This is an optimization exercise on Yosys and OpenROAD, whose aim is small area, not a production implementation.
At most, simulation tests tie the RTL to the original design; equivalence was not proved.
No activity file was given, so power comes from the tool's default toggle rates.

Setup of main:
Design pjon_tx, start of the top module:
module pjon_tx (
    input  wire        clk,
    input  wire        rst_n,           
    input  wire        start,
    input  wire        cfg_shared,
    input  wire        cfg_sender_info,
    input  wire        cfg_ack_request,
    input  wire        cfg_crc32,
    input  wire        tx_explicit,
    input  wire [15:0] tx_header,
    input  wire [7:0]  tx_dest,
    input  wire [31:0] tx_bus,
    input  wire [7:0]  device_id,
    input  wire [31:0] bus_id,
    input  wire [15:0] pay_len,
    input  wire        pay_valid,
    input  wire [7:0]  pay_data,
    output wire        pay_ready,
    output wire        out_valid,
    output wire [7:0]  out_data,
    output wire        out_last,
    input  wire        out_ready,
    input  wire        err_clr,
    output reg         busy,
    output reg         done,
    output wire [2:0]  result_code,
    output wire [31:0] result,
    output reg  [15:0] final_hdr,
    output wire [31:0] err_ctx,
    output reg         ev_error
);
For scale: ~870 cells after synthesis, ~180 flip-flops, about 230 I/O pins, about 8300 sq um of cells after synthesis.
==> flow/config.mk <==
export PLATFORM = sky130hd
export DESIGN_NAME = pjon_tx
export DESIGN_NICKNAME = pjon_tx
export VERILOG_FILES = /design/flow/design.v
export SDC_FILE = /design/flow/constraint.sdc
export NUM_CORES = 4
export LEC_CHECK = 0
export CAP_MARGIN = 20
export CORE_MARGIN = 2
export CORE_UTILIZATION = 40
export SLEW_MARGIN = 20
==> flow/constraint.sdc <==
create_clock -name core_clock -period 12.0 [get_ports {clk}]
set_input_delay 2.4000 -clock core_clock [delete_from_list [all_inputs] [get_ports {clk}]]
set_output_delay 2.4000 -clock core_clock [all_outputs]
set_load 0.01 [all_outputs]
standard.sh (not shown) runs the stock make flow with config.mk's settings and CLKGATE_MAP_FILE= SYNTH_SCRIPT=/design/flow/synth_recipe.tcl, a recipe that flattens the netlist after the stock synthesis.
==> flow/flow/run.sh <==
#!/bin/bash
# Standard layout with five changes:
#  - ABC maps the logic with an area-oriented script (flow/area.abc);
#  - adders are left to ABC (no ADDER_MAP_FILE half/full adder cells);
#  - one tie cell drives all constant outputs (no tie fanout repair);
#  - the port buffers use the smallest buffer cell;
#  - CTS uses clkbuf_8 and adds no dummy loads.
set -euo pipefail
W=$(pwd)
export AREA_ABC_SCRIPT=$W/flow/area.abc
export FLOW_SYNTH_TCL=$W/synth_recipe.tcl
export ADDER_MAP_FILE=
export SKIP_REPAIR_TIE_FANOUT=1
export BUFFER_PORTS_ARGS="-buffer_cell sky130_fd_sc_hd__buf_1"
export CTS_ARGS="-sink_clustering_enable -repair_clock_nets -dont_use_dummy_load -buf_list {sky130_fd_sc_hd__clkbuf_8}"
sed "s#SYNTH_SCRIPT=[^ ]*#SYNTH_SCRIPT=$W/flow/synth_wrap.tcl#" standard.sh > area_standard.sh
bash area_standard.sh > standard.log 2>&1
==> flow/flow/area.abc <==
strash
dch
amap
strash
dch -f
amap -F 20 -A 30
strash
dch -f
amap -F 20 -A 30
strash
dch -f
amap -F 20 -A 30
strash
&get -n
&deepsyn -T 90
&put
strash
dch -f
amap -F 20 -A 30
strash
dch -f
amap -F 20 -A 30
strash
dch -f
amap -F 20 -A 30
strash
dch -f
amap -F 20 -A 30
==> flow/flow/synth_wrap.tcl <==
# The standard synthesis (synth_recipe.tcl), with ABC's standard-cell
# mapping run from an area-oriented script instead of ORFS's speed script.
# ABC maps only the combinational logic: the registers are the same.
proc abc {args} {
  set i [lsearch -exact $args -script]
  if {$i >= 0} { lset args [expr {$i + 1}] $::env(AREA_ABC_SCRIPT) }
  yosys abc {*}$args
}
source $::env(FLOW_SYNTH_TCL)
Relative to main, the following input files were edited for the feature branch:
--- a/flow/design.v
+++ b/flow/design.v
@@ -65,21 +65,21 @@
     generate for (gi = 0; gi < 5; gi = gi + 1) begin : g_c1
         assign c1[gi+1] = (pay_len[gi] & o1[gi]) | (c1[gi] & (pay_len[gi] | o1[gi]));
     end endgenerate
     wire        esc    = (|pay_len[15:8]) | (&pay_len[7:5] & c1[5]);
     wire [15:0] h2     = {h1[15:7], h1[6] | esc, h1[5] | esc, h1[4:0]};
     wire [4:0]  o2     = esc ? ({1'b0, ob} + 5'd5) : o1;
     wire [5:0]  a2     = {1'b0, pay_len[4:0]} + {1'b0, o2};
     wire [16:0] total2 = {{1'b0, pay_len[15:5]} + {11'd0, a2[5]}, a2[4:0]};
     wire too_long  = (|pay_len[15:10]) | (&pay_len[9:5] & a2[5] & (|a2[4:0]));
     wire too_short = (pay_len == 16'd0) & ~h1[7] & ~h1[6] & ~h1[5] & ~h1[1] & ~h1[0];
-    localparam [2:0] G_H = 3'd0, G_T = 3'd1, G_S = 3'd2, G_C = 3'd3, G_M = 3'd4;
+    localparam [2:0] G_H = 3'd0, G_T = 3'd1, G_S = 3'd3, G_C = 3'd2, G_M = 3'd4;
     localparam [4:0] S_HLO  = {G_H, 2'd0}, S_HHI = {G_H, 2'd1}, S_LHI = {G_H, 2'd2}, S_LLO = {G_H, 2'd3};
     localparam [4:0] S_TB0  = {G_T, 2'd0}, S_TB3 = {G_T, 2'd3};
     localparam [4:0] S_SB0  = {G_S, 2'd0}, S_SB3 = {G_S, 2'd3};
     localparam [4:0] S_C0   = {G_C, 2'd0}, S_C3  = {G_C, 2'd3};
     localparam [4:0] S_DEST = {G_M, 2'd0}, S_DEV = {G_M, 2'd1}, S_PAY = {G_M, 2'd2};
     reg  [4:0]  st;
     reg  [9:0]  pc;          
     reg  [10:0] tot;         
     reg  [31:0] txb;
     reg  [31:0] bid;
==> comparison <==
- The slack of the critical path number comes out higher for the feature branch vs main.
- In terms of total standard cell area after synthesis, main and the feature branch differ only marginally.
- Changes observed in the feature branch relative to main: leakage power picked up an extra about 0.9%; cell count after synthesis shows a reduction of 19; via count of the first global-routing pass fell by 42.
The RTL of the feature branch was laid out without a check of its function.

## separate check: timing with driven ports
How much do the figures lean on ideal ports? The routed layouts below were timed once more, with nothing changed but the port constraints.
Step 1 (the two cells are an assumption about what drives the block):
set clk [get_ports {clk}]
set_driving_cell -lib_cell sky130_fd_sc_hd__clkbuf_16 $clk
set_driving_cell -lib_cell sky130_fd_sc_hd__buf_2 [delete_from_list [all_inputs] $clk]
Step 2 times the ports against the registers' clock, not the clock port: input delays grow and output delays shrink by t, the midpoint of the rising clock arrivals with the driver on.
a / b / c = no drivers / after step 1 / after step 2; a / b = the first two.
| run | t (ns) | slack for setup (ns) | worst setup path after step 2 |
|---|---|---|---|
| main | 0.489 | 2.204 / 2.216 / 1.728 | input to register |
| the feature branch | 0.487 | 3.722 / 3.737 / 3.250 | input to register |
After both steps setup and hold are still met in every run listed. The setup slack of main, which loses most, moves by +0.012 ns with the drivers and by -0.476 ns with both steps.
